Context: an optimization exercise on an open-source flow, tuned for small area, a short achievable clock period and few clock cycles. The choices shown serve that exercise and are no tape-out recipe.
At most, simulation tests tie the RTL to the original design; equivalence was not proved.
No functional check of the RTL was part of runs 1 and 4 to 7.
Power and IR drop assume default switching activity.

## flow/run.sh

```bash
#!/bin/bash
# synth_recipe.tcl (not shown) runs the flow's synth.tcl, then flattens the netlist and writes it again
# the make line also repeats each setting of config.mk as NAME=value (left out here)
make -C /OpenROAD-flow-scripts/flow DESIGN_CONFIG=/design/flow/config.mk WORK_HOME=/design/flow/orfs CLKGATE_MAP_FILE= SYNTH_SCRIPT=/design/flow/synth_recipe.tcl finish
```

## flow/config.mk

```make
export PLATFORM = sky130hd
export DESIGN_NAME = sdr_frame_rx
export DESIGN_NICKNAME = sdr_frame_rx
export VERILOG_FILES = /design/flow/design.v
export SDC_FILE = /design/flow/constraint.sdc
export NUM_CORES = 4
export LEC_CHECK = 0
export CAP_MARGIN = 20
export CORE_MARGIN = 2
export CORE_UTILIZATION = 40
export SETUP_SLACK_MARGIN = 0.5
export SLEW_MARGIN = 20
```

## flow/constraint.sdc

```tcl
create_clock -name core_clock -period 22.0 [get_ports {clk}]
set_input_delay 4.4000 -clock core_clock [delete_from_list [all_inputs] [get_ports {clk}]]
set_output_delay 4.4000 -clock core_clock [all_outputs]
set_load 0.01 [all_outputs]
```

## flow/design.v

```verilog
module sdr_frame_rx (
    input  wire        clk,
    input  wire        rst,
    input  wire        in_valid,
    output wire        in_ready,
    input  wire [7:0]  in_data,
    output reg         out_valid,
    output reg  [7:0]  out_type,
    output reg  [7:0]  out_gid,
    output reg  [7:0]  out_sid,
    output reg  [79:0] out_payload,
    output reg         crc_err
);
    localparam integer N     = 32;              
    localparam [31:0]  SYNC  = 32'h1ACFFC1D;
    localparam [31:0]  CRC_PRE = 32'hFF06CBB9;
    function automatic near_sync(input [31:0] w);
        reg [31:0] x;
        reg [15:0] a1, a2;
        reg [7:0]  b1, b2, b3;
        reg [3:0]  c1, c2, c3;
        reg [1:0]  d1, d2, d3;
        integer i;
        begin
            x = w ^ SYNC;
            for (i = 0; i < 16; i = i + 1) begin
                a1[i] = x[2*i] | x[2*i+1];
                a2[i] = x[2*i] & x[2*i+1];
            end
            for (i = 0; i < 8; i = i + 1) begin
                b1[i] = a1[2*i] | a1[2*i+1];
                b2[i] = a2[2*i] | a2[2*i+1] | (a1[2*i] & a1[2*i+1]);
                b3[i] = (a2[2*i] & a1[2*i+1]) | (a1[2*i] & a2[2*i+1]);
            end
            for (i = 0; i < 4; i = i + 1) begin
                c1[i] = b1[2*i] | b1[2*i+1];
                c2[i] = b2[2*i] | b2[2*i+1] | (b1[2*i] & b1[2*i+1]);
                c3[i] = b3[2*i] | b3[2*i+1] | (b2[2*i] & b1[2*i+1]) | (b1[2*i] & b2[2*i+1]);
            end
            for (i = 0; i < 2; i = i + 1) begin
                d1[i] = c1[2*i] | c1[2*i+1];
                d2[i] = c2[2*i] | c2[2*i+1] | (c1[2*i] & c1[2*i+1]);
                d3[i] = c3[2*i] | c3[2*i+1] | (c2[2*i] & c1[2*i+1]) | (c1[2*i] & c2[2*i+1]);
            end
            near_sync = !(d3[0] | d3[1] | (d2[0] & d1[1]) | (d1[0] & d2[1]));
        end
    endfunction
    function automatic [3:0] ham_dec(input [7:0] c);
        reg [2:0] syn;
        reg [3:0] d;
        begin
            syn = {c[6] ^ c[5] ^ c[3], c[6] ^ c[4] ^ c[3], c[5] ^ c[4] ^ c[3]} ^ c[2:0];
            d = c[6:3];
            case (syn)
                3'd6: d[3] = ~d[3];
                3'd5: d[2] = ~d[2];
                3'd3: d[1] = ~d[1];
                3'd7: d[0] = ~d[0];
                default: ;
            endcase
            ham_dec = d;
        end
    endfunction
    function automatic [31:0] crc_step4(input [31:0] r);
        integer i;
        begin
            for (i = 0; i < 4; i = i + 1)
                r = r[0] ? ((r >> 1) ^ 32'hEDB88320) : (r >> 1);
            crc_step4 = r;
        end
    endfunction
    function automatic [7:0] key(input [4:0] j);
        begin
            case (j)
                5'd0:  key = 8'hFE; 5'd1:  key = 8'h3B; 5'd2:  key = 8'h14;
                5'd3:  key = 8'hBE; 5'd4:  key = 8'hA8; 5'd5:  key = 8'h5B;
                5'd6:  key = 8'hCE; 5'd7:  key = 8'h56; 5'd8:  key = 8'h60;
                5'd9:  key = 8'hDA; 5'd10: key = 8'hE8; 5'd11: key = 8'hC8;
                5'd12: key = 8'h81; 5'd13: key = 8'h26; 5'd14: key = 8'h9E;
                5'd15: key = 8'hE1; 5'd16: key = 8'hFC; 5'd17: key = 8'h76;
                5'd18: key = 8'h29; 5'd19: key = 8'h7D; 5'd20: key = 8'h50;
                5'd21: key = 8'hB7; 5'd22: key = 8'h9C; 5'd23: key = 8'hAC;
                5'd24: key = 8'hC1; 5'd25: key = 8'hB5; 5'd26: key = 8'hD1;
                default: key = 8'h00;
            endcase
        end
    endfunction
    reg        rdy_q;                  
    reg        st_v;                   
    reg  [7:0] st_d;
    reg  [7:0] hist [0:N-1];           
    assign in_ready = rdy_q;
    reg        rot;                    
    reg  [4:0] rc;                     
    reg        ract;                   
    reg  [2:0] wv;                     
    reg        wnew;                   
    reg        parse;                  
    reg  [2:0] sh;                     
    reg  [4:0] j;                      
    reg        rec;                    
    reg  [4:0] bd;                     
    reg  [31:0] crc;
    reg        mf;                     
    wire push  = st_v;                         
    wire rstep = rot && !st_v;                 
    wire shift = push || rstep;
    wire rd    = rot ? (rstep && (ract || bd == 5'd31)) : push;
    wire [7:0] hin = rot && !st_v ? hist[N-1] : st_d;
    wire [39:0] win = {hist[4], hist[3], hist[2], hist[1], hist[0]};
    reg  [7:0]  hit;
    integer     s;
    always @* begin
        for (s = 0; s < 8; s = s + 1)
            hit[s] = near_sync(win[39-s -: 32]);
    end
    wire any_hit = |hit;
    reg  [2:0] hsh;                    
    always @* begin
        hsh = 3'd0;
        for (s = 7; s >= 0; s = s - 1)
            if (hit[s]) hsh = s[2:0];
    end
    wire look  = wnew && (wv == 3'd5);
    wire found = look && !parse && any_hit;          
    wire step  = wnew && parse || found && hit[0];
    wire [2:0] ush = parse ? sh : 3'd0;
    wire [15:0] pair = {hist[1], hist[0]} << ush;
    wire [7:0]  abyte = (ush == 3'd0) ? hist[0] : pair[15:8];
    wire [4:0]  uj = parse ? j : 5'd0;
    wire [7:0]  g  = abyte ^ key(uj);
    wire [3:0]  d  = ham_dec(g);
    wire [31:0] crc_in = crc ^ ((!uj[0] && uj <= 5'd22) ? {28'd0, d} : 32'd0);
    wire [31:0] crc_f  = crc_step4(crc_in) ^ ((uj[0] && uj <= 5'd21) ? {24'd0, d, 4'd0} : 32'd0);
    reg  [7:0]  crc_b;
    always @* begin
        case (uj[1:0])
            2'd3:    crc_b = crc_f[31:24];   
            2'd0:    crc_b = crc[23:16];     
            2'd1:    crc_b = crc[15:8];      
            default: crc_b = crc[7:0];       
        endcase
    end
    wire bmatch = (g == ~crc_b);
    wire last   = step && (uj == 5'd26);
    wire pass   = last && mf && bmatch;
    wire fail   = last && !(mf && bmatch);
    wire nhit   = parse && look && any_hit;    
    wire rewind = fail && (rec || nhit);
    wire rot_end = rstep && (rc == 5'd31);
    integer k;
    always @(posedge clk) begin
        st_d <= in_data;
        if (shift) begin
            hist[0] <= hin;
            for (k = 1; k < N; k = k + 1)
                hist[k] <= hist[k-1];
        end
        if (!parse) crc <= CRC_PRE;
        else if (step && uj >= 5'd3 && uj <= 5'd23) crc <= crc_f;
        if (step) begin
            if (uj == 5'd23) mf <= bmatch;
            else mf <= mf & bmatch;
            if (uj == 5'd0) out_type <= g;
            if (uj == 5'd1) out_gid  <= g;
            if (uj == 5'd2) out_sid  <= g;
            if (uj >= 5'd3 && uj <= 5'd22) out_payload <= {out_payload[75:0], d};
        end
        if (found) sh <= hsh;
        if (found) j <= hit[0] ? 5'd1 : 5'd0;
        else if (step) j <= j + 5'd1;
        if (nhit && !rec || rewind && !rec) bd <= 5'd4 + {4'd0, shift};
        else if (shift) bd <= bd + 5'd1;
        if (rstep) rc <= rc + 5'd1;
        if (rstep && bd == 5'd31) ract <= 1'b1;
        if (rst) begin
            rdy_q     <= 1'b0;
            st_v      <= 1'b0;
            rot       <= 1'b0;
            rc        <= 5'd0;
            ract      <= 1'b0;
            wv        <= 3'd0;
            wnew      <= 1'b0;
            parse     <= 1'b0;
            rec       <= 1'b0;
            out_valid <= 1'b0;
            crc_err   <= 1'b0;
        end else begin
            st_v  <= in_valid && rdy_q;
            rdy_q <= !(rewind || rot && !rot_end) &&
                     !(rec && ({1'b0, bd} + {5'd0, st_v} + {5'd0, rdy_q} >= 6'd28));
            out_valid <= pass;
            crc_err   <= fail;
            wnew <= rd && !rewind;
            if (rewind) begin
                rot  <= 1'b1;
                rc   <= 5'd0;
                ract <= 1'b0;
                wv   <= 3'd0;
            end else begin
                if (rot_end) rot <= 1'b0;
                if (pass) wv <= {2'd0, sh != 3'd0} + {2'd0, rd};
                else if (rd) wv <= (wv == 3'd5) ? 3'd5 : wv + 3'd1;
            end
            if (found) parse <= 1'b1;
            else if (last) parse <= 1'b0;
            if (found || last) rec <= 1'b0;
            else if (nhit) rec <= 1'b1;
        end
    end
endmodule
```

==> results of run 1 <==
-- worst register-to-register path: stages (launching register included) --
cell and delay, ps:
edfxtp_1 710, inv_1 200, nor2_1 450, ha_1 770, inv_1 360, mux2_2 350, o21ai_1 120, o211a_1 220
xor2_1 800, inv_2 410, o211ai_1 280, o211ai_1 110, a2111oi_1 730, nor3_1 240, xnor2_1 940, nor2_1 60
mux2_2 300, a2111o_1 460, nor4_1 670, o21bai_1 420, nor2b_1 190
-- power breakdown --
part	switching [mW]	internal [mW]
clock	0.310	0.419
sequential	0.00683	0.897
combinational	0.0651	0.0325
-- Yosys cell counts, types with 11 or more instances --
master,n
edfxtp_1,374
nand2_1,223
nor2_1,173
o21ai_0,138
a21oi_1,111
clkbuf_1,95
nand3_1,63
nor3_1,59
dfxtp_1,57
xnor2_1,42
inv_1,40
o22ai_1,40
nor2b_1,36
mux2i_1,34
buf_1,25
buf_2,24
nand2b_1,24
maj3_1,22
nor4_1,21
o211ai_1,21
a31oi_1,20
and3_1,18
and2_1,17
nand4_1,17
mux2_2,16
or3_1,16
a211oi_1,15
a221oi_1,15
a22oi_1,14
a21o_1,13
o221ai_1,12
xor2_1,12
ha_1,11
-- layer usage --
metal  routed length (um)  up-vias
li1                     -     7876
met1                28100     8196
met2                26400      812
met3                 5370      140
met4                 2050        0
met5                    0        -
-- worst max path at each step --
stage | start | to | slack (ps) | depth (start not counted)
6_report | j[0] | wnew | 13120 | 20
5_1_grt | j[0] | rc[1] | 12390 | 20
4_1_cts | j[0] | wv[1] | 13320 | 20
3_5_place_dp | j[0] | wv[2] | 13320 | 20
3_3_place_gp | j[0] | wv[2] | 13660 | 20
2_1_floorplan | hist[1][4] | out_payload[0] | 15470 | 12
-- state kept, by name (all words and copies together), names as in the netlist, 3 cells and up --
name / count
bd: 5
crc: 32
hist: 256
j: 5
out_gid: 8
out_payload: 80
out_sid: 8
out_type: 8
rc: 5
sh: 3
st_d: 8
wv: 3
-- through the flow --
| stage | cells | instance area, um^2 | total power, mW | util |
|---|---|---|---|---|
| after floorplan | 2055 | 22200 | 0.993 | - |
| after global placement | 2809 | 24000 | 1.02 | 0.436 |
| after detailed placement | 2809 | 24000 | 1.02 | 0.436 |
| after CTS | 2890 | 25400 | 1.75 | 0.462 |
| after global routing | 2890 | 25400 | 1.79 | 0.462 |
| final | 2890 | 25400 | 1.73 | 0.462 |
-- logic make-up (layout without fill, tap and decap cells) --
family	Yosys count	count (layout)	synth area share
and+or+nand+nor	719	719	0.156
AOI/OAI and AO/OA	549	549	0.170
DFF	431	431	0.558
buffers and inverters	199	286	0.0368
xor gates and xnor gates	70	70	0.0370
muxes	53	53	0.0257
adders and majority gates	34	34	0.0170
-- cells in the final DEF (no fill, tap or decap), types with 15 or more instances in the layout --
cell	count
o211ai_1	21
o22ai_1	40
mux2_2	16
mux2i_1	34
and3_1	18
nor2b_1	36
buf_4	40
nand2b_1	24
a211oi_1	15
nand4_1	17
dfxtp_1	56
nand2_1	223
or3_1	16
nor3_1	59
nand3_1	63
nor2_1	172
edfxtp_1	374
a221oi_1	15
xnor2_1	41
nor4_1	21
and2_1	17
a31oi_1	20
inv_1	39
clkdlybuf4s50_1	117
o21ai_0	138
clkbuf_16	44
maj3_1	22
a21oi_1	110
-- final cells by class --
cell class | instances | area (um^2) | area share
clock buffers | 61 | 1190 | 0.0471
repair buffers | 157 | 1470 | 0.0580
clock inverters | 20 | 214 | 0.00843
multi-input cells | 1425 | 9000 | 0.355
well taps | 748 | 936 | 0.0369
inverters | 48 | 190 | 0.00749
flip-flops and latches | 431 | 12400 | 0.487
==> out/metrics.csv, run 1 <==
stage,metric,value,unit
setup_path,cpPeakStageDelay,940,ps
placed_design,pre_cts_ws,13320,ps
cts,numCtsBuffers,44,
setup_path,crit_chain,"inv_1, nor2_1, ha_1, inv_1, mux2_2, o21ai_1, o211a_1, xor2_1, inv_2, o211ai_1, o211ai_1, a2111oi_1, nor3_1, xnor2_1, nor2_1, mux2_2, a2111o_1, nor4_1, o21bai_1, nor2b_1",
setup_path,r2r-end,wnew,
final_layout,antenna_cells,0,
floorplan,dieArea,0.0573,mm^2
synth,synth_cells,2055,
floorplan,start_util,0.403,
hold_path,min_from,hist[23][0],
synth,synth_edf_count,374,
drt,drc,0,
timing,skew,25.8,ps
final_layout,fill_cells,5018,
power_and_ir_drop,p_leak,8.34,nW
global_routing,grt_pass1_vias,15932,
placed_design,routabilityCongestion,0.980,
global_routing,gr-usage-met3,0.0456,
final_layout,drive_above_1_share,0.0798,
synth,synth.distinct_cells,108,
setup_path,reg2reg_from,j[0],
timing,worst_pin_slew,1130,ps
global_routing,antenna_found_initial,0,
global_routing,gr-usage-met1,0.310,
synth,yosysTopAreaCell,edfxtp_1,
setup_path,path_buf_inv,3,
timing,min_period,8880,ps
synth,async_reset_ff_frac,0,
placed_design,portBuffers,117,
global_routing,grt_overflow,0,
timing,hold_viol_final,0,
floorplan,core-area,0.0550,mm^2
cts,cts_buffer_depth,3,
floorplan,die_y,239,um
cts,cts_sinks,431,
setup_path,crit_path_start_kind,flop,
floorplan,fp.dieW,239,um
timing,rsz0062_at_grt,false,
cts,cts-resized-gates,0,
run,maxCapViolations,0,
power_and_ir_drop,powerDensity,68.2,mW/mm^2
final_layout,syn_to_final_growth,14.5,%
setup_path,r2r_slack,13120,ps
cts,clk_latency,580,ps
placed_design,dp_hpwl,41.1,mm
synth,synth_area,0.0222,mm^2
synth,ys_ff_latch,431,
hold_path,whs_path_depth,0,
setup_path,critPathSlowestCell,xnor2_1,
synth,seq_area_frac_synth,0.558,
synth,avgSynthCellArea,10.8,um^2
cts,h-tree-depth,2,
synth,netlist_top_cells_area,"edfxtp_1, dfxtp_1, nand2_1",
timing,period_share,0.404,
synth,syn_nets,2078,
timing,setup_viol,0,
hold_path,holdPathEnd,hist[24][0],
cts,clock-root-buffer,clkbuf_16,
global_routing,grt_max_degree,103,
cts,cts_setup_buffers,0,
hold_path,hold_class,flop to flop,
setup_path,arrival,9380,ps
drt,dr_total_vias,17024,
timing,setup_ws,13120,ps
timing,relSlewSlack,0.243,
drt,wl_per_cell,21.4,um
timing,final-max-slew-violation-count,0,
setup_path,critical_path.top_delay_family,compound AO/OA/AOI/OAI gates,
global_routing,grt_pass1_wl,95.0,mm
setup_path,rr_worst_depth,20,
drt,routed_wl,61.9,mm
synth,yosysWarnings,2,
drt,post_drt_via_cell_ratio,5.89,
floorplan,rows,86,
power_and_ir_drop,irDropWorstVdd,55.7,uV
cts,cts_hold_buf,0,
global_routing,grt_use_met2,0.313,
cts,clk_pin_slew,60,ps
synth,synth_top_area_share,0.506,
setup_path,end_kind,flop,
outcome,status,timing/DRC/antenna clean,
drt,drtPass1Iterations,8,
drt,drt-initial-drc-count,2100,
synth,yosys_most_used_dff,edfxtp_1,
drt,final_antenna_net_count,0,
final_layout,nNetsFinal,2130,
cts,cts_tree,yes,
timing,fin_setup_tns,0,ps
global_routing,grt.total_usage,0.213,
global_routing,busiest_layer,met2,
setup_path,critical_path_required,22490,ps
floorplan,pin_count,118,
timing,fmax,113,MHz
setup_path,worstSetupPathType,flop to flop,
setup_path,crit_fanout,21,
timing,whs,411,ps
==> inputs of run 2 (changes only) <==
--- a/flow/design.v
+++ b/flow/design.v
@@ -123,4 +123,26 @@
     end
+    reg        sq;                     
+    reg  [4:0] jq;                     
+    reg  [7:0] gq;                     
+    wire [3:0] d  = ham_dec(gq);
+    wire [31:0] crc_in = crc ^ ((!jq[0] && jq <= 5'd22) ? {28'd0, d} : 32'd0);
+    wire [31:0] crc_f  = crc_step4(crc_in) ^ ((jq[0] && jq <= 5'd21) ? {24'd0, d, 4'd0} : 32'd0);
+    reg  [7:0]  crc_b;
+    always @* begin
+        case (jq[1:0])
+            2'd3:    crc_b = crc_f[31:24];   
+            2'd0:    crc_b = crc[23:16];     
+            2'd1:    crc_b = crc[15:8];      
+            default: crc_b = crc[7:0];       
+        endcase
+    end
+    wire bmatch = (gq == ~crc_b);
+    wire lastq  = sq && (jq == 5'd26);
+    wire fin_ok = mf && (gq == ~crc[7:0]);
+    wire pass   = lastq && fin_ok;
+    wire fail   = lastq && !fin_ok;
+    wire rewind = fail && rec;
     wire look  = wnew && (wv == 3'd5);
-    wire found = look && !parse && any_hit;          
+    wire found = look && !parse && any_hit && !pass && !rewind;  
+    wire nhit  = parse && look && any_hit;               
     wire step  = wnew && parse || found && hit[0];
@@ -130,21 +152,3 @@
     wire [4:0]  uj = parse ? j : 5'd0;
-    wire [7:0]  g  = abyte ^ key(uj);
-    wire [3:0]  d  = ham_dec(g);
-    wire [31:0] crc_in = crc ^ ((!uj[0] && uj <= 5'd22) ? {28'd0, d} : 32'd0);
-    wire [31:0] crc_f  = crc_step4(crc_in) ^ ((uj[0] && uj <= 5'd21) ? {24'd0, d, 4'd0} : 32'd0);
-    reg  [7:0]  crc_b;
-    always @* begin
-        case (uj[1:0])
-            2'd3:    crc_b = crc_f[31:24];   
-            2'd0:    crc_b = crc[23:16];     
-            2'd1:    crc_b = crc[15:8];      
-            default: crc_b = crc[7:0];       
-        endcase
-    end
-    wire bmatch = (g == ~crc_b);
-    wire last   = step && (uj == 5'd26);
-    wire pass   = last && mf && bmatch;
-    wire fail   = last && !(mf && bmatch);
-    wire nhit   = parse && look && any_hit;    
-    wire rewind = fail && (rec || nhit);
+    wire last  = step && (uj == 5'd26);
     wire rot_end = rstep && (rc == 5'd31);
@@ -158,11 +162,15 @@
         end
-        if (!parse) crc <= CRC_PRE;
-        else if (step && uj >= 5'd3 && uj <= 5'd23) crc <= crc_f;
         if (step) begin
-            if (uj == 5'd23) mf <= bmatch;
+            gq <= abyte ^ key(uj);
+            jq <= uj;
+        end
+        if (sq) begin
+            if (jq <= 5'd2) crc <= CRC_PRE;
+            else if (jq <= 5'd23) crc <= crc_f;
+            if (jq == 5'd23) mf <= bmatch;
             else mf <= mf & bmatch;
-            if (uj == 5'd0) out_type <= g;
-            if (uj == 5'd1) out_gid  <= g;
-            if (uj == 5'd2) out_sid  <= g;
-            if (uj >= 5'd3 && uj <= 5'd22) out_payload <= {out_payload[75:0], d};
+            if (jq == 5'd0) out_type <= gq;
+            if (jq == 5'd1) out_gid  <= gq;
+            if (jq == 5'd2) out_sid  <= gq;
+            if (jq >= 5'd3 && jq <= 5'd22) out_payload <= {out_payload[75:0], d};
         end
@@ -171,3 +179,3 @@
         else if (step) j <= j + 5'd1;
-        if (nhit && !rec || rewind && !rec) bd <= 5'd4 + {4'd0, shift};
+        if (nhit && !rec) bd <= 5'd4 + {4'd0, shift};
         else if (shift) bd <= bd + 5'd1;
@@ -185,2 +193,3 @@
             rec       <= 1'b0;
+            sq        <= 1'b0;
             out_valid <= 1'b0;
@@ -191,5 +200,6 @@
                      !(rec && ({1'b0, bd} + {5'd0, st_v} + {5'd0, rdy_q} >= 6'd28));
+            sq    <= step;
             out_valid <= pass;
             crc_err   <= fail;
-            wnew <= rd && !rewind;
+            wnew <= rd;
             if (rewind) begin
@@ -201,3 +211,3 @@
                 if (rot_end) rot <= 1'b0;
-                if (pass) wv <= {2'd0, sh != 3'd0} + {2'd0, rd};
+                if (pass) wv <= {2'd0, sh != 3'd0} + {2'd0, wnew} + {2'd0, rd};
                 else if (rd) wv <= (wv == 3'd5) ? 3'd5 : wv + 3'd1;
@@ -206,3 +216,3 @@
             else if (last) parse <= 1'b0;
-            if (found || last) rec <= 1'b0;
+            if (found || lastq) rec <= 1'b0;
             else if (nhit) rec <= 1'b1;
==> run 2 against run 1 <==
Compared with the run above:
- still clean on timing, DRC and antenna
- cell count fell by 6.5%
- clock-buffer cell count decreased by 4
- critical endpoint is now out_payload[54]
- sequential power increased by 4.0%
- clock skew increased by 1.4 ps
- routed wire length down 2.8%
- largest power group unchanged
- synthesized cell count shrank 9.7%
==> out/metrics.csv, run 2 <==
stage,metric,value,unit,change
timing,setup_viol,0,,unchanged
setup_path,cpPeakStageDelay,560,ps,-380 ps
power_and_ir_drop,pwr-share-comb,0.035,,-0.021
outcome,status,timing/DRC/antenna clean,,
cts,cts_buffer_depth,3,,unchanged
power_and_ir_drop,pwr-share-clk,0.436,,+0.015
floorplan,core-area,0.0550,mm^2,unchanged
final_layout,top_regs,"hist: 256 flops, out_payload: 80 flops, crc: 32 flops",,
floorplan,rows,86,,unchanged
drt,drtPass1Iterations,6,,-2
synth,synth_top_area_share,0.566,,+0.0592
drt,wl_per_cell,22.3,um,+4.0%
cts,numCtsBuffers,46,,+4.5%
final_layout,final_area,0.0256,mm^2,+0.76%
timing,hold_viol_final,0,,unchanged
synth,seq_area_frac_synth,0.589,,+0.0311
setup_path,crit_chain,clkdlybuf4s50_1,,
timing,min_period,5960,ps,-2920 ps
timing,final-max-slew-violation-count,0,,unchanged
cts,clock-root-buffer,clkbuf_16,,
setup_path,crit_fanout,2,,-90%
placed_design,portBuffers,117,,unchanged
drt,drt-initial-drc-count,1667,,-21%
power_and_ir_drop,powerDensity,69.5,mW/mm^2,+2.0%
drt,routed_wl,60.2,mm,-2.8%
synth,synth_edf_count,419,,+12%
final_layout,final_cell_mix,"edfxtp_1, nand2_1, nor2_1",,
synth,yosysWarnings,2,,unchanged
final_layout,syn_to_final_growth,15.0,%,
timing,fin_setup_tns,0,ps,unchanged
cts,clk_latency,590,ps,about the same
final_layout,final_common_cell,edfxtp_1,,
floorplan,fp.dieW,240,um,+0.15%
drt,drc,0,,unchanged
power_and_ir_drop,switchingPower,0.371,mW,-2.6%
setup_path,critical_path_required,17600,ps,-4890 ps
floorplan,dieArea,0.0575,mm^2,+0.31%
setup_path,critPathSlowestCell,clkdlybuf4s50_1,,
synth,avgSynthCellArea,12.0,um^2,+11%
drt,post_drt_via_cell_ratio,5.94,,+0.85%
global_routing,antenna_found_initial,0,,unchanged
timing,worst_pin_slew,1040,ps,-83.1 ps
floorplan,start_util,0.405,,+0.00125
hold_path,hold_class,flop to flop,,
power_and_ir_drop,switching_share,0.209,,-0.0117
synth,synth.distinct_cells,102,,-5.6%
setup_path,worstSetupPathType,flop to primary output,,
setup_path,path_buf_inv,1,,-2
floorplan,pin_count,118,,unchanged
cts,cts_setup_buffers,0,,unchanged
cts,cts-resized-gates,0,,unchanged
setup_path,end_kind,primary output,,
synth,ys_ff_latch,445,,+3.2%
global_routing,grt_pass1_wl,91.1,mm,-4.1%
timing,period_share,0.271,,-0.133
synth,async_reset_ff_frac,0,,unchanged
global_routing,grt_max_degree,86,,-17%
setup_path,arrival,1560,ps,-7820 ps
final_layout,antenna_cells,0,,unchanged
final_layout,nNetsFinal,1943,,-8.8%
synth,yosys_most_used_dff,edfxtp_1,,
cts,clk_pin_slew,60,ps,about the same
drt,dr_total_vias,16046,,-5.7%
placed_design,pre_cts_ws,16250,ps,+2930 ps
floorplan,die_y,240,um,+0.15%
power_and_ir_drop,irDropWorstVdd,48.5,uV,-13%
timing,skew,27.2,ps,+1.45 ps
power_and_ir_drop,p_leak,8.32,nW,-0.27%
synth,ys_top_cells_by_count,"edfxtp_1, nand2_1, nor2_1",,
cts,cts_hold_buf,0,,unchanged
cts,h-tree-depth,2,,unchanged
final_layout,largest_register_ff_count,256,,unchanged
setup_path,crit_path_start_kind,flop,,
final_layout,largest_register,hist,,
synth,netlist_top_cells_area,"edfxtp_1, dfxtp_1, nand2_1",,
power_and_ir_drop,p_seq_frac,0.529,,+0.006
synth,syn_nets,1881,,-9.5%
cts,cts_tree,yes,,
placed_design,routabilityCongestion,0.982,,+0.19%
synth,yosysTopAreaCell,edfxtp_1,,
timing,fmax,168,MHz,+49%
placed_design,placed_area,0.0240,mm^2,+0.30%
final_layout,fill_cells,4865,,-3.0%
timing,setup_ws,16040,ps,+2920 ps
setup_path,critical_path.top_delay_family,buffers and inverters,,
synth,synth_most_common_cell,edfxtp_1,,
global_routing,grt.total_usage,0.206,,-0.00688
drt,final_antenna_net_count,0,,unchanged
timing,relSlewSlack,0.301,,+0.0582
global_routing,grt_pass1_vias,15127,,-5.1%
placed_design,dp_hpwl,39.9,mm,-3.0%
cts,cts_sinks,445,,+3.2%
synth,synth_cells,1855,,-9.7%
timing,rsz0062_at_grt,false,,
global_routing,grt_overflow,0,,unchanged
run,maxCapViolations,0,,unchanged
synth,synth_area,0.0222,mm^2,+0.31%
power_and_ir_drop,internal-power,1.41,mW,+4.4%
final_layout,drive_above_1_share,0.0906,,+0.0108
run 2: per-layer routing:
metal | wire length (um) | part of all wire | global-route usage | up-vias
met5 | 0 | 0 | 0 | -
met4 | 2270 | 0.038 | 0.0892 | 0
met3 | 4880 | 0.081 | 0.0347 | 146
met2 | 26200 | 0.44 | 0.310 | 756
met1 | 26800 | 0.45 | 0.293 | 7855
li1 | - | - | - | 7289
run 2: worst paths after layout:
| kind | startpoint | to | slack, ps | depth (start not counted) |
|---|---|---|---|---|
| worst max register to register | hist[2][4] | j[0] | 16950 | 10 |
| worst min-delay path | hist[28][1] | hist[29][1] | 410 | 0 |
| worst max-delay path | out_payload[54] | out_payload[54] | 16040 | 1 |
| worst min register to register | hist[28][1] | hist[29][1] | 410 | 0 |
run 2: cells by family (layout without fill, tap and decap cells):
| family | Yosys count | count (layout) | synth area share |
|---|---|---|---|
| AND/OR/NAND/NOR | 588 | 588 | 0.143 |
| AO/OA/AOI/OAI | 456 | 456 | 0.145 |
| flip-flops | 445 | 445 | 0.589 |
| buffers and inverters | 198 | 296 | 0.0361 |
| XOR/XNOR | 83 | 83 | 0.0391 |
| adder cells (fa/ha/maj) | 50 | 50 | 0.0249 |
| multiplexers | 35 | 35 | 0.0237 |
run 2: through the flow:
| step | hold slack (ps) | cells | utilization | power [mW] |
|---|---|---|---|---|
| 2_1_floorplan | 400 | 1855 | - | 0.998 |
| 3_3_place_gp | 401 | 2617 | 0.437 | 1.02 |
| 3_5_place_dp | 405 | 2617 | 0.437 | 1.02 |
| 4_1_cts | 406 | 2701 | 0.465 | 1.80 |
| 5_1_grt | 412 | 2701 | 0.465 | 1.84 |
| 6_report | 408 | 2701 | 0.465 | 1.78 |
run 2: power groups by stage:
stage | Sequential [mW] | Clock (mW) | Combinational, mW
after floorplan | 0.956 | 0 | 0.0411
after global placement | 0.958 | 0 | 0.0599
after CTS | 0.941 | 0.799 | 0.0607
after global routing | 0.941 | 0.831 | 0.0661
final | 0.940 | 0.776 | 0.0619
after detailed placement | 0.958 | 0 | 0.0604
run 2: area by class of cell:
type | count | area (um^2) | share of cell area
clock inverter | 27 | 283 | 0.0111
timing repair buffer | 152 | 1430 | 0.0561
inverter | 60 | 225 | 0.00881
clock buffer | 57 | 1250 | 0.0490
multi-input combinational | 1212 | 8340 | 0.326
sequential | 445 | 13100 | 0.512
tap | 748 | 936 | 0.0366
Testbench counts of run 2, summed over its fixed seeds: cycles 22,801.
==> inputs of run 3 (changes only) <==
--- a/flow/config.mk
+++ b/flow/config.mk
@@ -7,2 +7,3 @@
 export LEC_CHECK = 0
+export ABC_AREA = 1
 export CAP_MARGIN = 20
==> run 3 against run 2 <==
Compared with the run above:
- largest power group unchanged
- synthesized cell count increased by 11%
- critical endpoint is now out_payload[21]
- critical path depth unchanged
- global-route usage shrank 2.3 points
==> out/metrics.csv, run 3 <==
stage,metric,value,unit,change
setup_path,r2r-end,parse,,
synth,synth_cells,2052,,+11%
cts,cts_sinks,445,,unchanged
timing,relSlewSlack,0.314,,+0.0133
setup_path,end_kind,primary output,,
final_layout,largest_register,hist,,
final_layout,antenna_cells,0,,unchanged
cts,clk_pin_slew,60,ps,about the same
timing,min_period,5940,ps,-26.3 ps
drt,dr_total_vias,14853,,-7.4%
setup_path,critPathSlowestCell,clkdlybuf4s50_1,,
synth,ys_ff_latch,445,,unchanged
synth,yosysTopAreaCell,edfxtp_1,,
synth,synth_area,0.0206,mm^2,-7.5%
synth,avgSynthCellArea,10.0,um^2,-16%
synth,yosysWarnings,2,,unchanged
drt,top_layer,met4,,
final_layout,multi_input_area,0.00644,mm^2,-23%
drt,post_drt_via_cell_ratio,5.11,,-14%
setup_path,reg2reg_from,hist[1][6],,
drt,wl_met3,3.08,mm,-37%
cts,cts-resized-gates,0,,unchanged
synth,netlist_top_cells_area,"edfxtp_1, nand2_1, nor2_1",,
cts,clk_latency,580,ps,about the same
drt,routed_wl,49.2,mm,-18%
synth,async_reset_ff_frac,0,,unchanged
setup_path,r2r_slack,18410,ps,+1460 ps
hold_path,hold_class,flop to flop,,
synth,ys_top_cells_by_count,"nand2_1, edfxtp_1, nor2_1",,
final_layout,drive_above_1_share,0.0727,,-0.0179
outcome,status,timing/DRC/antenna clean,,
drt,drt-initial-drc-count,1197,,-28%
synth,seq_area_frac_synth,0.637,,+0.0479
drt,wl_met2,21.5,mm,-18%
floorplan,die_y,231,um,-3.8%
drt,drc,0,,unchanged
run,maxCapViolations,0,,unchanged
placed_design,placed_area,0.0225,mm^2,-6.6%
timing,setup_viol,0,,unchanged
hold_path,whs_path_depth,0,,unchanged
synth,synth_top_area_share,0.612,,+0.0460
timing,final-max-slew-violation-count,0,,unchanged
power_and_ir_drop,powerDensity,72.8,mW/mm^2,+4.7%
final_layout,syn_to_final_growth,16.5,%,
cts,h-tree-depth,2,,unchanged
placed_design,dp_cells,2819,,+7.7%
placed_design,routabilityCongestion,0.910,,-7.3%
synth,synth_edf_count,419,,unchanged
power_and_ir_drop,p_leak,9.32,nW,+12%
final_layout,final_area,0.0240,mm^2,-6.3%
final_layout,final_cell_mix,"nand2_1, edfxtp_1, nor2_1",,
synth,syn_nets,2078,,+10%
setup_path,cpPeakStageDelay,560,ps,about the same
timing,skew,26.8,ps,-0.442 ps
timing,period_share,0.270,,-0.00120
final_layout,top_regs,"hist: 256 flops, out_payload: 80 flops, crc: 32 flops",,
cts,cts_hold_buf,0,,unchanged
drt,drtPass1Iterations,6,,unchanged
synth,synth_most_common_cell,nand2_1,,
final_layout,seq_area,0.0131,mm^2,unchanged
final_layout,final_common_cell,nand2_1,,
cts,cts_setup_buffers,0,,unchanged
setup_path,worstSetupPathType,flop to primary output,,
final_layout,largest_register_ff_count,256,,unchanged
global_routing,grt_pass1_wl,76.3,mm,-16%
global_routing,grt_max_degree,92,,+7.0%
setup_path,crit_path_start_kind,flop,,
final_layout,fill_cells,4760,,-2.2%
floorplan,start_util,0.403,,-0.00191
setup_path,crit_cells,1,,unchanged
drt,wl_met1,23.2,mm,-13%
drt,final_antenna_net_count,0,,unchanged
setup_path,crit_chain,clkdlybuf4s50_1,,
floorplan,core-area,0.0511,mm^2,-7.1%
setup_path,arrival,1540,ps,-20 ps
floorplan,rows,83,,-3.5%
setup_path,path_buf_inv,1,,unchanged
final_layout,fin_cells,2907,,+7.6%
setup_path,crit_start,out_payload[21],,
cts,clock-root-buffer,clkbuf_16,,
floorplan,fp.dieW,231,um,-3.8%
cts,cts_buffer_depth,3,,unchanged
setup_path,critical_path.top_delay_family,buffers and inverters,,
timing,hold_viol_final,0,,unchanged
hold_path,min_from,hist[12][7],,
timing,worst_pin_slew,1020,ps,-19.9 ps
cts,numCtsBuffers,47,,+2.2%
setup_path,crit_fanout,2,,unchanged
timing,setup_ws,16060,ps,+26.3 ps
floorplan,dieArea,0.0533,mm^2,-7.4%
timing,rsz0062_at_grt,false,,
global_routing,grt.total_usage,0.183,,-0.0233
global_routing,antenna_found_initial,0,,unchanged
setup_path,rr_worst_depth,16,,+6
synth,synth.distinct_cells,52,,-49%
floorplan,pin_count,118,,unchanged
placed_design,portBuffers,117,,unchanged
cts,cts_tree,yes,,
drt,wl_per_cell,16.9,um,-24%
placed_design,pre_cts_ws,16300,ps,+49.2 ps
timing,fin_setup_tns,0,ps,unchanged
global_routing,grt_overflow,0,,unchanged
timing,fmax,168,MHz,+0.44%
setup_path,critical_path_required,17600,ps,about the same
placed_design,dp_hpwl,35.1,mm,-12%
final_layout,nNetsFinal,2215,,+14%
synth,yosys_most_used_dff,edfxtp_1,,
power_and_ir_drop,irDropWorstVdd,43.3,uV,-11%
hold_path,holdPathEnd,hist[13][7],,
global_routing,grt_pass1_vias,13803,,-8.8%
## run 3: cell types whose count changed in the layout (fill, tap and decap cells not counted), moves of 27 or more
cell | previous run | this run
nand2_2 | 1 | 28
nand3_1 | 38 | 100
buf_4 | 35 | 5
nand2_1 | 136 | 529
o21ai_0 | 80 | 142
nor2b_1 | 31 | 0
nor2_1 | 122 | 247
nand2b_1 | 33 | 0
maj3_1 | 35 | 0
xnor2_1 | 40 | 9
inv_1 | 55 | 203
## run 3: through the flow
stage	hold WS, ps	power [mW]	utilization
floorplan	400	0.989	-
global placement	401	1.00	0.439
detailed placement	405	1.00	0.439
CTS	414	1.77	0.469
global route	416	1.81	0.469
finish	413	1.75	0.469
## run 3: area by class of cell
type,instances,area share
flip-flops and latches,445,0.546
repair buffers,123,0.0509
clock buffers,69,0.0564
well taps,680,0.0355
clock inverters,18,0.00642
multi-input cells,1347,0.269
inverters,225,0.0359
## run 3: how the worst max path moves through the flow
stage / endpoint / slack (ps)
after floorplan: out_payload[0] / 12840
after global placement: wv[2] / 16360
after detailed placement: wv[2] / 16300
after CTS: out_payload[21] / 16010
after global routing: out_payload[73] / 16010
final: out_payload[21] / 16060
## run 3: where the power goes
group          internal, mW  total, mW  switching, mW  leakage [nW]
Clock                 0.440      0.760          0.320         0.734
Sequential            0.934      0.942        0.00823          4.03
Combinational        0.0119     0.0435         0.0316          4.55
Total                  1.39       1.75          0.360          9.32
## run 3: cell families after synthesis
logic type | count (synthesis) | share of synthesized area
xor gates and xnor gates | 31 | 0.0132
AOI/OAI and AO/OA | 277 | 0.0737
and+or+nand+nor | 1024 | 0.216
DFF | 445 | 0.637
adders and majority gates | 15 | 0.00985
buffers and inverters | 260 | 0.0508
## run 3: metal layers
layer | track usage | vias up
li1 | - | 7254
met1 | 0.262 | 6982
met2 | 0.283 | 511
met3 | 0.0287 | 106
met4 | 0.0629 | 0
met5 | 0 | -
==> inputs of run 4 (changes only) <==
--- a/flow/design.v
+++ b/flow/design.v
@@ -162,6 +162,4 @@
         end
-        if (step) begin
-            gq <= abyte ^ key(uj);
-            jq <= uj;
-        end
+        gq <= abyte ^ key(uj);
+        jq <= uj;
         if (sq) begin
--- a/flow/config.mk
+++ b/flow/config.mk
@@ -10,3 +10,4 @@
 export CORE_MARGIN = 2
-export CORE_UTILIZATION = 40
+export CORE_UTILIZATION = 60
+export CTS_BUF_LIST = sky130_fd_sc_hd__clkbuf_2 sky130_fd_sc_hd__clkbuf_4
 export SETUP_SLACK_MARGIN = 0.5
==> run 4 against run 3 <==
Compared with the run above:
- non-clock buffer count is 2 lower
- routed wire length down 1.3%
- clock power decreased by 11%
- synthesized cell count down 0.39%
- area after synthesis is 0.29% lower
- flip-flop and latch count stayed put
- still clean
- clock skew rose by 60 ps
- setup slack lost 240 ps
- first-iteration DRC count up 17%
- core utilization grew 23 points
- combinational power grew about 30%
==> out/metrics.csv, run 4 <==
stage,metric,value,unit,change
power_and_ir_drop,power.total,1.68,mW,-3.9%
final_layout,top_regs,"hist: 256 flops, out_payload: 80 flops, crc: 32 flops",,
final_layout,final_area,0.0235,mm^2,-1.9%
floorplan,fp.dieW,189,um,-18%
power_and_ir_drop,irDropWorstVdd,70.8,uV,+63%
setup_path,crit_chain,clkdlybuf4s50_1,,
setup_path,crit_fanout,2,,unchanged
global_routing,grt.total_usage,0.277,,+0.0939
drt,drtPass1Iterations,8,,+2
timing,rsz0062_at_grt,false,,
floorplan,dieArea,0.0357,mm^2,-33%
synth,synth.distinct_cells,55,,+5.8%
drt,drt-initial-drc-count,1395,,+17%
timing,hold_viol_final,0,,unchanged
synth,yosys_most_used_dff,edfxtp_1,,
hold_path,hold_class,flop to flop,,
drt,wl_per_cell,17.5,um,+3.2%
drt,final_antenna_net_count,0,,unchanged
synth,synth_top_area_share,0.594,,-0.0172
final_layout,fin_cells,2781,,-4.3%
setup_path,crit_end,out_payload[21],,
placed_design,dp_cells,2580,,-8.5%
power_and_ir_drop,p_leak,9.39,nW,+0.77%
drt,dr_total_vias,15320,,+3.1%
final_layout,nNetsFinal,2268,,+2.4%
final_layout,largest_register_ff_count,256,,unchanged
timing,final-max-slew-violation-count,0,,unchanged
synth,avgSynthCellArea,10.0,um^2,about the same
setup_path,crit_path_start_kind,flop,,
cts,cts-resized-gates,0,,unchanged
setup_path,crit_start,out_payload[21],,
synth,netlist_top_cells_area,"edfxtp_1, nand2_1, inv_1",,
global_routing,grt_pass1_wl,76.4,mm,about the same
placed_design,dp_hpwl,34.4,mm,-1.9%
outcome,status,timing/DRC/antenna clean,,
cts,cts_buffer_depth,3,,unchanged
final_layout,seq_area,0.0130,mm^2,-0.99%
drt,drc,0,,unchanged
synth,synth_edf_count,406,,-3.1%
timing,fin_setup_tns,0,ps,unchanged
setup_path,rr_worst_depth,16,,unchanged
setup_path,worstSetupPathType,flop to primary output,,
cts,clk_pin_slew,70,ps,about the same
cts,cts_sinks,445,,unchanged
timing,worst_pin_slew,1050,ps,+30.2 ps
placed_design,pre_cts_ws,16240,ps,-63.3 ps
timing,relSlewSlack,0.294,,-0.0202
final_layout,largest_register,hist,,
synth,yosysTopAreaCell,edfxtp_1,,
synth,yosysWarnings,2,,unchanged
setup_path,critical_path.top_delay_family,buffers and inverters,,
final_layout,final_common_cell,nand2_1,,
global_routing,grt_pass1_vias,14667,,+6.3%
setup_path,critical_path_required,17600,ps,about the same
final_layout,multi_input_area,0.00627,mm^2,-2.6%
final_layout,syn_to_final_growth,14.7,%,
synth,synth_most_common_cell,nand2_1,,
placed_design,placed_area,0.0221,mm^2,-1.6%
cts,cts_hold_buf,0,,unchanged
timing,period_share,0.281,,+0.0111
drt,post_drt_via_cell_ratio,5.51,,+7.8%
setup_path,r2r_slack,18690,ps,+280 ps
synth,synth_area,0.0205,mm^2,-0.29%
final_layout,drive_above_1_share,0.119,,+0.0461
floorplan,die_y,189,um,-18%
global_routing,grt_overflow,0,,unchanged
setup_path,reg2reg_from,hist[1][1],,
power_and_ir_drop,powerDensity,71.3,mW/mm^2,-2.1%
synth,async_reset_ff_frac,0,,unchanged
final_layout,fin_util,0.700,,+0.231
synth,seq_area_frac_synth,0.632,,-0.00448
floorplan,rows,67,,-19%
cts,cts_setup_buffers,0,,unchanged
floorplan,core-area,0.0336,mm^2,-34%
timing,whs,383,ps,-30.2 ps
drt,routed_wl,48.6,mm,-1.3%
synth,synth_cells,2044,,-0.39%
placed_design,portBuffers,117,,unchanged
timing,fmax,162,MHz,-3.9%
synth,ys_ff_latch,445,,unchanged
final_layout,fill_cells,2503,,-47%
cts,clock-root-buffer,clkbuf_4,,
synth,syn_nets,2070,,-0.38%
run,maxCapViolations,0,,unchanged
cts,clk_latency,830,ps,+250 ps
final_layout,final_cell_mix,"nand2_1, edfxtp_1, inv_1",,
setup_path,critPathSlowestCell,clkdlybuf4s50_1,,
cts,h-tree-depth,3,,+1
cts,cts_tree,yes,,
floorplan,start_util,0.610,,+0.208
setup_path,path_buf_inv,1,,unchanged
cts,numCtsBuffers,108,,+130%
timing,skew,86.5,ps,+59.7 ps
placed_design,routabilityCongestion,0.993,,+9.1%
setup_path,arrival,1780,ps,+240 ps
setup_path,cpPeakStageDelay,570,ps,about the same
setup_path,crit_cells,1,,unchanged
timing,setup_ws,15820,ps,-244 ps
timing,min_period,6180,ps,+244 ps
global_routing,antenna_found_initial,2,,+2
setup_path,r2r-end,bd[3],,
floorplan,pin_count,118,,unchanged
timing,setup_viol,0,,unchanged
synth,ys_top_cells_by_count,"nand2_1, edfxtp_1, inv_1",,
setup_path,end_kind,primary output,,
global_routing,grt_max_degree,114,,+24%
## run 4: how the worst min path moves through the flow
stage / from / to / depth (start not counted)
after floorplan: hist[9][0] / hist[10][0] / 0
after global placement: hist[11][5] / hist[12][5] / 0
after detailed placement: hist[9][0] / hist[10][0] / 0
after CTS: hist[11][6] / hist[12][6] / 0
after global routing: hist[12][5] / hist[13][5] / 0
final: hist[11][6] / hist[12][6] / 0
## run 4: final cells by class
class | count | share of cell area
Inverter | 290 | 0.0468
Antenna cell | 2 | 0.000213
Multi-Input combinational cell | 1276 | 0.266
Timing Repair Buffer | 121 | 0.0511
Clock inverter | 44 | 0.0108
Sequential cell | 445 | 0.551
Tap cell | 448 | 0.0238
Clock buffer | 155 | 0.0495
## run 4: layer usage
layer	global-route usage	vias to the layer above	part of all wire
met5	0	-	0
met1	0.368	7081	0.42
met4	0.123	0	0.037
met3	0.0586	119	0.077
met2	0.442	715	0.46
li1	-	7405	-
## run 4: power breakdown
part	internal, mW	switching (mW)	total [mW]
combinational	0.0160	0.0405	0.0565
clock	0.351	0.329	0.680
sequential	0.931	0.0102	0.941
## run 4: kinds of logic after synthesis
family	after synthesis	synth area share
flip-flops	445	0.632
buffers and inverters	323	0.0625
AO/OA/AOI/OAI	268	0.0761
AND/OR/NAND/NOR	960	0.205
multiplexers	1	0.000488
adder cells (fa/ha/maj)	15	0.00988
XOR/XNOR	32	0.0140
==> inputs of run 5 (changes only) <==
--- a/flow/config.mk
+++ b/flow/config.mk
@@ -10,4 +10,4 @@
 export CORE_MARGIN = 2
-export CORE_UTILIZATION = 60
-export CTS_BUF_LIST = sky130_fd_sc_hd__clkbuf_2 sky130_fd_sc_hd__clkbuf_4
+export CORE_UTILIZATION = 40
+export CTS_BUF_LIST = sky130_fd_sc_hd__clkbuf_4 sky130_fd_sc_hd__clkbuf_8
 export SETUP_SLACK_MARGIN = 0.5
==> run 5 against run 4 <==
Compared with the run above:
- routed wire length grew 1.1%
- clock skew shrank 60 ps
- via count shrank 2.3%
- sequential share of layout area shrank 0.94 points
- non-clock buffer count grew 1
- cell count grew 5.7%
- clock power grew 11%
- register-to-register slack lost 180 ps
- setup slack gained 180 ps
- die area grew 49%
- worst hold slack gained 20 ps
- area after synthesis is the same
==> out/metrics.csv, run 5 <==
stage,metric,value,unit,change
setup_path,worstSetupPathType,flop to primary output,,
timing,setup_viol,0,,unchanged
floorplan,die_y,230,um,+22%
setup_path,critical_path_required,17600,ps,about the same
drt,drc,0,,unchanged
synth,synth_area,0.0205,mm^2,unchanged
synth,synth.distinct_cells,55,,unchanged
timing,hold_viol_final,0,,unchanged
setup_path,cpPeakStageDelay,570,ps,about the same
power_and_ir_drop,pwr-share-comb,0.032,,-0.002
synth,synth_cells,2044,,unchanged
placed_design,portBuffers,117,,unchanged
setup_path,critical_path.top_delay_family,buffers and inverters,,
timing,worst_pin_slew,1040,ps,-13.8 ps
timing,fin_setup_tns,0,ps,unchanged
synth,netlist_top_cells_area,"edfxtp_1, nand2_1, inv_1",,
timing,setup_ws,16000,ps,+178 ps
synth,yosysWarnings,2,,unchanged
timing,period_share,0.273,,-0.00809
final_layout,largest_register,hist,,
cts,cts_setup_buffers,0,,unchanged
setup_path,path_buf_inv,1,,unchanged
floorplan,rows,82,,+22%
global_routing,grt_max_degree,100,,-12%
synth,yosys_most_used_dff,edfxtp_1,,
power_and_ir_drop,p_leak,9.37,nW,-0.26%
synth,avgSynthCellArea,10.0,um^2,unchanged
final_layout,top_regs,"hist: 256 flops, out_payload: 80 flops, crc: 32 flops",,
placed_design,dp_hpwl,35.0,mm,+1.8%
cts,clock-root-buffer,clkbuf_8,,
floorplan,dieArea,0.0531,mm^2,+49%
synth,syn_nets,2070,,unchanged
cts,cts_hold_buf,0,,unchanged
hold_path,holdPathEnd,hist[21][2],,
synth,seq_area_frac_synth,0.632,,unchanged
final_layout,largest_register_ff_count,256,,unchanged
floorplan,fp.dieW,230,um,+22%
global_routing,grt_overflow,0,,unchanged
synth,synth_edf_count,406,,unchanged
hold_path,min_from,hist[20][2],,
power_and_ir_drop,pwr-share-clk,0.430,,+0.025
cts,h-tree-depth,3,,unchanged
final_layout,fin_util,0.475,,-0.225
power_and_ir_drop,irDropWorstVdd,41.0,uV,-42%
power_and_ir_drop,switching_share,0.219,,-0.00746
final_layout,syn_to_final_growth,16.7,%,
global_routing,grt_pass1_wl,76.0,mm,-0.52%
synth,synth_most_common_cell,nand2_1,,
global_routing,grt_pass1_vias,14048,,-4.2%
setup_path,critPathSlowestCell,clkdlybuf4s50_1,,
drt,drtPass1Iterations,7,,-1
final_layout,drive_above_1_share,0.102,,-0.0165
hold_path,hold_class,flop to flop,,
run,maxCapViolations,0,,unchanged
setup_path,end_kind,primary output,,
final_layout,final_cell_mix,"nand2_1, edfxtp_1, inv_1",,
power_and_ir_drop,internal-power,1.37,mW,+5.4%
floorplan,pin_count,118,,unchanged
power_and_ir_drop,power.total,1.75,mW,+4.3%
floorplan,start_util,0.407,,-0.203
cts,clk_latency,670,ps,-160 ps
power_and_ir_drop,powerDensity,73.1,mW/mm^2,+2.6%
cts,cts_sinks,445,,unchanged
cts,cts-resized-gates,0,,unchanged
drt,drt-initial-drc-count,1340,,-3.9%
drt,final_antenna_net_count,0,,unchanged
drt,routed_wl,49.1,mm,+1.1%
drt,wl_per_cell,16.7,um,-4.4%
final_layout,nNetsFinal,2235,,-1.5%
drt,post_drt_via_cell_ratio,5.09,,-7.5%
synth,ys_ff_latch,445,,unchanged
synth,synth_top_area_share,0.594,,unchanged
setup_path,arrival,1600,ps,-180 ps
placed_design,routabilityCongestion,0.934,,-5.9%
timing,fmax,167,MHz,+3.0%
timing,whs,404,ps,+20.4 ps
setup_path,crit_fanout,1,,-1
global_routing,grt.total_usage,0.183,,-0.0931
setup_path,rr_worst_depth,16,,unchanged
synth,yosysTopAreaCell,edfxtp_1,,
drt,dr_total_vias,14972,,-2.3%
timing,skew,26.3,ps,-60.2 ps
hold_path,whs_path_depth,0,,unchanged
placed_design,pre_cts_ws,16220,ps,-18.1 ps
cts,clk_pin_slew,60,ps,about the same
global_routing,antenna_found_initial,1,,-1
timing,relSlewSlack,0.306,,+0.0118
setup_path,reg2reg_from,hist[1][4],,
power_and_ir_drop,switchingPower,0.383,mW,+0.91%
outcome,status,timing/DRC/antenna clean,,
floorplan,core-area,0.0504,mm^2,+50%
cts,cts_buffer_depth,3,,unchanged
timing,min_period,6000,ps,-178 ps
setup_path,crit_path_start_kind,flop,,
synth,async_reset_ff_frac,0,,unchanged
timing,rsz0062_at_grt,false,,
power_and_ir_drop,p_seq_frac,0.538,,-0.023
setup_path,r2r-end,bd[1],,
setup_path,r2r_slack,18510,ps,-180 ps
setup_path,crit_cells,1,,unchanged
setup_path,crit_chain,clkdlybuf4s50_1,,
synth,ys_top_cells_by_count,"nand2_1, edfxtp_1, inv_1",,
cts,numCtsBuffers,74,,-31%
timing,final-max-slew-violation-count,0,,unchanged
final_layout,final_common_cell,nand2_1,,
cts,cts_tree,yes,,
[run 5: power groups by stage]
| stage | Sequential [mW] | Combinational [mW] | Clock [mW] |
|---|---|---|---|
| CTS | 0.941 | 0.0564 | 0.781 |
| detailed placement | 0.959 | 0.0561 | 0 |
| finish | 0.941 | 0.0568 | 0.752 |
| global placement | 0.958 | 0.0554 | 0 |
| floorplan | 0.956 | 0.0423 | 0 |
| global route | 0.942 | 0.0636 | 0.819 |
[run 5: area by class of cell]
cell class | instances | area (um^2)
Antenna cell | 1 | 2.50
Clock buffer | 101 | 1240
Clock inverter | 32 | 307
Fill cell | 4618 | 26400
Inverter | 290 | 1100
Multi-Input combinational cell | 1276 | 6260
Sequential cell | 445 | 13000
Tap cell | 672 | 841
Timing Repair Buffer | 122 | 1210
[run 5: cell families after synthesis]
kind of cell	count (synthesis)	synth area share
xor+xnor	32	0.0140
buf+inv	323	0.0625
simple gates	960	0.205
mux	1	0.000488
compound gates	268	0.0761
flops	445	0.632
fa+ha+maj	15	0.00988
[run 5: metal layers]
| metal | up-vias | track usage | part of all wire |
|---|---|---|---|
| met5 | - | 0 | 0 |
| met4 | 0 | 0.0738 | 0.027 |
| met3 | 98 | 0.0378 | 0.070 |
| met2 | 533 | 0.268 | 0.43 |
| met1 | 7079 | 0.266 | 0.47 |
| li1 | 7262 | - | - |
[run 5: through the flow]
stage	cell area [um^2]	instances
finish	23900	2939
global placement	22400	2805
global route	23900	2939
detailed placement	22400	2805
floorplan	20500	2044
CTS	23900	2938
[run 5: worst max path at each step]
stage                          from              end  slack [ps]
finish                    out_valid        out_valid       16000
global route        out_payload[38]  out_payload[38]       15950
CTS                 out_payload[18]  out_payload[18]       15930
detailed placement              rst            wv[2]       16220
global placement                rst            wv[2]       16260
floorplan                      st_v       hist[0][0]       16070
==> inputs of run 6 (changes only) <==
--- a/flow/config.mk
+++ b/flow/config.mk
@@ -11,3 +11,4 @@
 export CORE_UTILIZATION = 40
-export CTS_BUF_LIST = sky130_fd_sc_hd__clkbuf_4 sky130_fd_sc_hd__clkbuf_8
+export CTS_CLUSTER_DIAMETER = 100
+export CTS_CLUSTER_SIZE = 30
 export SETUP_SLACK_MARGIN = 0.5
==> run 6 against run 5 <==
Compared with the run above:
- largest cell class unchanged
- total power down 18%
- flip-flop and latch count unchanged
- still clean
- first-iteration DRC count down 4.0%
- via count down 2.8%
- critical path depth unchanged
- critical endpoint unchanged
==> out/metrics.csv, run 6 <==
stage,metric,value,unit,change
outcome,status,timing/DRC/antenna clean,,
timing,rsz0062_at_grt,false,,
run,maxCapViolations,0,,unchanged
synth,yosysWarnings,2,,unchanged
cts,cts_buffer_depth,3,,unchanged
cts,numCtsBuffers,20,,-73%
global_routing,grt_pass1_vias,13573,,-3.4%
hold_path,min_from,hist[25][2],,
setup_path,path_buf_inv,1,,unchanged
synth,synth_edf_count,406,,unchanged
final_layout,final_common_cell,nand2_1,,
synth,netlist_top_cells_area,"edfxtp_1, nand2_1, inv_1",,
timing,skew,32.5,ps,+6.22 ps
setup_path,cpPeakStageDelay,570,ps,about the same
hold_path,hold_class,flop to flop,,
cts,h-tree-depth,1,,-2
synth,syn_nets,2070,,unchanged
synth,synth_area,0.0205,mm^2,unchanged
setup_path,critical_path.top_delay_family,buffers and inverters,,
synth,avgSynthCellArea,10.0,um^2,unchanged
timing,final-max-slew-violation-count,0,,unchanged
setup_path,worstSetupPathType,flop to primary output,,
floorplan,pin_count,118,,unchanged
timing,setup_viol,0,,unchanged
final_layout,largest_register_ff_count,256,,unchanged
floorplan,start_util,0.407,,unchanged
timing,relSlewSlack,0.305,,-0.00130
placed_design,placed_area,0.0224,mm^2,unchanged
global_routing,grt.total_usage,0.176,,-0.00752
drt,dr_total_vias,14555,,-2.8%
setup_path,arrival,1530,ps,-70 ps
final_layout,nNetsFinal,2181,,-2.4%
setup_path,crit_chain,clkdlybuf4s50_1,,
cts,clk_pin_slew,110,ps,+50 ps
hold_path,whs_path_depth,0,,unchanged
setup_path,reg2reg_from,hist[1][0],,
floorplan,die_y,230,um,unchanged
drt,drc,0,,unchanged
setup_path,r2r-end,bd[2],,
setup_path,critical_path_required,17600,ps,about the same
final_layout,largest_register,hist,,
cts,cts_sinks,445,,unchanged
global_routing,antenna_found_initial,0,,-1
timing,period_share,0.269,,-0.00341
placed_design,dp_cells,2805,,unchanged
setup_path,crit_path_start_kind,flop,,
power_and_ir_drop,irDropWorstVdd,42.4,uV,+3.4%
synth,synth_cells,2044,,unchanged
global_routing,grt_max_degree,100,,unchanged
final_layout,antenna_cells,0,,-1
drt,wl_per_cell,16.9,um,+1.1%
floorplan,rows,82,,unchanged
drt,drtPass1Iterations,6,,-1
global_routing,grt_pass1_wl,74.1,mm,-2.4%
power_and_ir_drop,powerDensity,62.5,mW/mm^2,-14%
final_layout,fill_cells,4678,,+1.3%
drt,final_antenna_net_count,0,,unchanged
synth,ys_top_cells_by_count,"nand2_1, edfxtp_1, inv_1",,
timing,fin_setup_tns,0,ps,unchanged
synth,synth_most_common_cell,nand2_1,,
synth,synth_top_area_share,0.594,,unchanged
placed_design,portBuffers,117,,unchanged
final_layout,fin_cells,2841,,-3.3%
floorplan,dieArea,0.0531,mm^2,unchanged
setup_path,crit_fanout,1,,unchanged
drt,routed_wl,48.0,mm,-2.3%
floorplan,core-area,0.0504,mm^2,unchanged
cts,cts-resized-gates,0,,unchanged
synth,seq_area_frac_synth,0.632,,unchanged
cts,cts_hold_buf,0,,unchanged
setup_path,critPathSlowestCell,clkdlybuf4s50_1,,
synth,yosysTopAreaCell,edfxtp_1,,
final_layout,final_cell_mix,"nand2_1, edfxtp_1, inv_1",,
setup_path,rr_worst_depth,16,,unchanged
timing,min_period,5930,ps,-75.1 ps
synth,synth.distinct_cells,55,,unchanged
drt,post_drt_via_cell_ratio,5.12,,+0.57%
power_and_ir_drop,p_leak,8.86,nW,-5.4%
timing,fmax,169,MHz,+1.3%
final_layout,final_area,0.0230,mm^2,-3.8%
synth,yosys_most_used_dff,edfxtp_1,,
cts,cts_setup_buffers,0,,unchanged
final_layout,syn_to_final_growth,12.2,%,
cts,cts_tree,yes,,
cts,clock-root-buffer,clkbuf_16,,
final_layout,drive_above_1_share,0.0636,,-0.0388
synth,async_reset_ff_frac,0,,unchanged
floorplan,fp.dieW,230,um,unchanged
final_layout,top_regs,"hist: 256 flops, out_payload: 80 flops, crc: 32 flops",,
cts,clk_latency,570,ps,-100 ps
placed_design,dp_hpwl,35.0,mm,unchanged
synth,ys_ff_latch,445,,unchanged
timing,whs,414,ps,+10.6 ps
setup_path,r2r_slack,18560,ps,+50 ps
global_routing,grt_overflow,0,,unchanged
drt,drt-initial-drc-count,1286,,-4.0%
placed_design,routabilityCongestion,0.934,,unchanged
timing,worst_pin_slew,1040,ps,-1.89 ps
timing,hold_viol_final,0,,unchanged
hold_path,holdPathEnd,hist[26][2],,
setup_path,end_kind,primary output,,
[run 6: cell counts after synthesis]
Identical to the previous run, type by type.
[run 6: logic make-up (layout without fill, tap and decap cells)]
| kind of cell | Yosys count | in the layout | synth area share |
|---|---|---|---|
| adder cells (fa/ha/maj) | 15 | 15 | 0.00988 |
| XOR/XNOR | 32 | 32 | 0.0140 |
| multiplexers | 1 | 1 | 0.000488 |
| AND/OR/NAND/NOR | 960 | 960 | 0.205 |
| AO/OA/AOI/OAI | 268 | 268 | 0.0761 |
| buffers and inverters | 323 | 448 | 0.0625 |
| flip-flops | 445 | 445 | 0.632 |
[run 6: how the worst max path moves through the flow]
stage	startpoint	end	slack, ps	cells after the start
floorplan	st_v	hist[0][0]	16070	2
global placement	rst	wv[2]	16260	3
detailed placement	rst	wv[2]	16220	3
CTS	out_payload[18]	out_payload[18]	16040	1
global route	out_payload[18]	out_payload[18]	16040	1
finish	out_valid	out_valid	16070	1
[run 6: area by class of cell]
type                    instances  area (um^2)  share of cell area
clock inverters                 5         85.1             0.00370
clock buffers                  31          552              0.0240
well taps                     672          841              0.0365
inverters                     290         1100              0.0478
repair buffers                122         1210              0.0525
multi-input cells            1276         6260               0.272
flip-flops and latches        445        13000               0.563
[run 6: through the flow]
step                      power, mW  setup WS (ps)  utilization
after global placement         1.01          16260        0.444
after detailed placement       1.01          16220        0.444
after floorplan               0.999          16070            -
after global routing           1.50          16040        0.457
after CTS                      1.46          16040        0.457
final                          1.44          16070        0.457
[run 6: metal layers]
| metal | vias to the layer above | wire length [um] | track usage |
|---|---|---|---|
| li1 | 7111 | - | - |
| met1 | 6920 | 23400 | 0.267 |
| met2 | 462 | 20800 | 0.266 |
| met3 | 62 | 2840 | 0.0214 |
| met4 | 0 | 987 | 0.0470 |
| met5 | - | 0 | 0 |
[run 6: power by group]
| part | switching, mW | total [mW] | internal [mW] | leakage [nW] |
|---|---|---|---|---|
| combinational | 0.0408 | 0.0568 | 0.0160 | 4.54 |
| clock | 0.259 | 0.444 | 0.185 | 0.304 |
| sequential | 0.00971 | 0.939 | 0.930 | 4.02 |
| total | 0.310 | 1.44 | 1.13 | 8.86 |
==> inputs of run 7 (changes only) <==
==> flow/flow/run.sh (new file) <==
#!/bin/bash
set -euo pipefail
export BUFFER_PORTS_ARGS="-buffer_cell sky130_fd_sc_hd__buf_2"
export CTS_ARGS="-sink_clustering_enable -repair_clock_nets -dont_use_dummy_load"
bash standard.sh > standard_flow.log 2>&1
==> flow/standard.sh (new file) <==
#!/bin/bash
# synth_recipe.tcl (not shown) runs the flow's synth.tcl, then flattens the netlist and writes it again
# the make line also repeats each setting of config.mk as NAME=value (left out here)
make -C /OpenROAD-flow-scripts/flow DESIGN_CONFIG=/design/flow/config.mk WORK_HOME=/design/flow/orfs CLKGATE_MAP_FILE= SYNTH_SCRIPT=/design/flow/synth_recipe.tcl "${@:-finish}"
--- a/flow/config.mk
+++ b/flow/config.mk
@@ -11,4 +11,2 @@
 export CORE_UTILIZATION = 40
-export CTS_CLUSTER_DIAMETER = 100
-export CTS_CLUSTER_SIZE = 30
 export SETUP_SLACK_MARGIN = 0.5
removed: flow/run.sh
==> run 7 against run 6 <==
Compared with the run above:
- still clean on timing, DRC and antenna
- global-route usage up 0.28 points
- clock skew rose by 8.8 ps
- combinational power fell by 1%
- die area is the same
- sequential power about the same
- register-to-register slack improved by 120 ps
- sequential share of layout area grew 0.17 points
- first-iteration DRC count is 4.9% higher
- total power rose by 14%
- critical path depth unchanged
- worst hold slack worse by 4.8 ps
==> out/metrics.csv, run 7 <==
stage,metric,value,unit,change
outcome,status,timing/DRC/antenna clean,,
cts,clock-root-buffer,clkbuf_16,,
hold_path,hold_class,flop to flop,,
synth,seq_area_frac_synth,0.632,,unchanged
setup_path,end_kind,primary output,,
cts,cts_sinks,445,,unchanged
global_routing,grt_overflow,0,,unchanged
synth,synthXorXnorAreaFrac,0.0140,,unchanged
cts,clk_pin_slew,60,ps,-50 ps
synth,synth.distinct_cells,55,,unchanged
hold_path,whs_path_depth,0,,unchanged
global_routing,grt_pass1_vias,13708,,+0.99%
placed_design,pre_cts_ws,16420,ps,+195 ps
timing,fmax,180,MHz,+6.9%
synth,synth_adder_area_share,0.00988,,unchanged
floorplan,pin_count,118,,unchanged
drt,dr_total_vias,14606,,+0.35%
timing,min_period,5540,ps,-382 ps
synth,yosys_most_used_dff,edfxtp_1,,
synth,ys_top_cells_by_count,"nand2_1, edfxtp_1, inv_1",,
placed_design,dp_hpwl,35.1,mm,about the same
cts,cts_buffer_depth,3,,unchanged
floorplan,core-area,0.0504,mm^2,unchanged
final_layout,final_common_cell,nand2_1,,
floorplan,rows,82,,unchanged
final_layout,syn_to_final_growth,11.9,%,
timing,hold_viol_final,0,,unchanged
synth,synth_area,0.0205,mm^2,unchanged
cts,cts_hold_buf,0,,unchanged
timing,whs,409,ps,-4.81 ps
synth,synth_compound_area_frac,0.0761,,unchanged
cts,h-tree-depth,2,,+1
cts,clk_latency,580,ps,about the same
floorplan,fp.dieW,230,um,unchanged
setup_path,r2r_slack,18680,ps,+120 ps
setup_path,cpPeakStageDelay,420,ps,-150 ps
timing,setup_viol,0,,unchanged
synth,synth_most_common_cell,nand2_1,,
setup_path,arrival,1140,ps,-390 ps
setup_path,rr_worst_depth,16,,unchanged
synth,syn_nets,2070,,unchanged
synth,avgSynthCellArea,10.0,um^2,unchanged
timing,worst_pin_slew,1080,ps,+42.9 ps
power_and_ir_drop,powerDensity,71.5,mW/mm^2,+14%
synth,synth_mux_area_frac,0.000488,,unchanged
final_layout,top_regs,"hist: 256 flops, out_payload: 80 flops, crc: 32 flops",,
hold_path,min_from,hist[13][7],,
drt,post_drt_via_cell_ratio,5.12,,about the same
power_and_ir_drop,irDropWorstVdd,47.3,uV,+12%
drt,drc,0,,unchanged
drt,drt-initial-drc-count,1349,,+4.9%
placed_design,routabilityCongestion,0.926,,-0.90%
drt,wl_met2,21.1,mm,+1.5%
drt,wl_met3,3.35,mm,+18%
final_layout,fin_util,0.456,,-0.00137
synth,async_reset_ff_frac,0,,unchanged
cts,numCtsBuffers,46,,+130%
floorplan,start_util,0.407,,unchanged
hold_path,holdPathEnd,hist[14][7],,
setup_path,crit_fanout,2,,+1
timing,skew,41.3,ps,+8.78 ps
placed_design,portBuffers,117,,unchanged
run,maxCapViolations,0,,unchanged
final_layout,drive_above_1_share,0.127,,+0.0630
drt,wl_met1,23.2,mm,-0.60%
timing,rsz0062_at_grt,false,,
cts,cts-resized-gates,0,,unchanged
final_layout,final_cell_mix,"nand2_1, edfxtp_1, inv_1",,
setup_path,critical_path_required,17600,ps,about the same
synth,synth_top_area_share,0.594,,unchanged
global_routing,grt_max_degree,122,,+22%
run 7: kinds of logic after synthesis:
logic type / after synthesis
xor gates and xnor gates: 32
muxes: 1
AOI/OAI and AO/OA: 268
and+or+nand+nor: 960
adders and majority gates: 15
DFF: 445
buffers and inverters: 323
run 7: final cells by class:
class	instances	area, um^2
fillers	4713	27400
flip-flops and latches	445	13000
multi-input cells	1276	6270
well taps	672	841
inverters	290	1100
repair buffers	122	623
clock buffers	46	1150
run 7: through the flow:
step	power (mW)	cell area [um^2]	std cells
detailed placement	1.01	21800	2805
global placement	1.01	21800	2805
CTS	1.66	23000	2851
finish	1.64	23000	2851
global route	1.70	23000	2851
floorplan	0.999	20500	2044
run 7: how the worst max path moves through the flow:
stage,end,depth (start not counted),start
2_1_floorplan,hist[0][0],2,st_v
3_3_place_gp,out_valid,2,rst
3_5_place_dp,out_valid,2,rst
4_1_cts,out_payload[40],1,out_payload[40]
5_1_grt,out_payload[18],1,out_payload[18]
6_report,out_payload[40],1,out_payload[40]
run 7: per-layer routing:
metal / vias up / global-route usage
met4: 0 / 0.0460
met3: 67 / 0.0300
met5: - / 0
met2: 466 / 0.271
li1: 7151 / -
met1: 6922 / 0.266
run 7: where the power goes:
part | total [mW] | leakage (nW) | switching [mW] | internal (mW)
Sequential | 0.941 | 4.02 | 0.00966 | 0.932
Clock | 0.645 | 0.567 | 0.280 | 0.365
Combinational | 0.0560 | 4.55 | 0.0410 | 0.0150
Total | 1.64 | 9.13 | 0.330 | 1.31

Setup slack of run 7, layout unchanged: 16.456 ns with ideal ports, 16.400 ns with driving cells assumed (clock clkbuf_16, inputs buf_2), 16.536 ns with port delays also shifted by the 0.609 ns mid clock arrival.
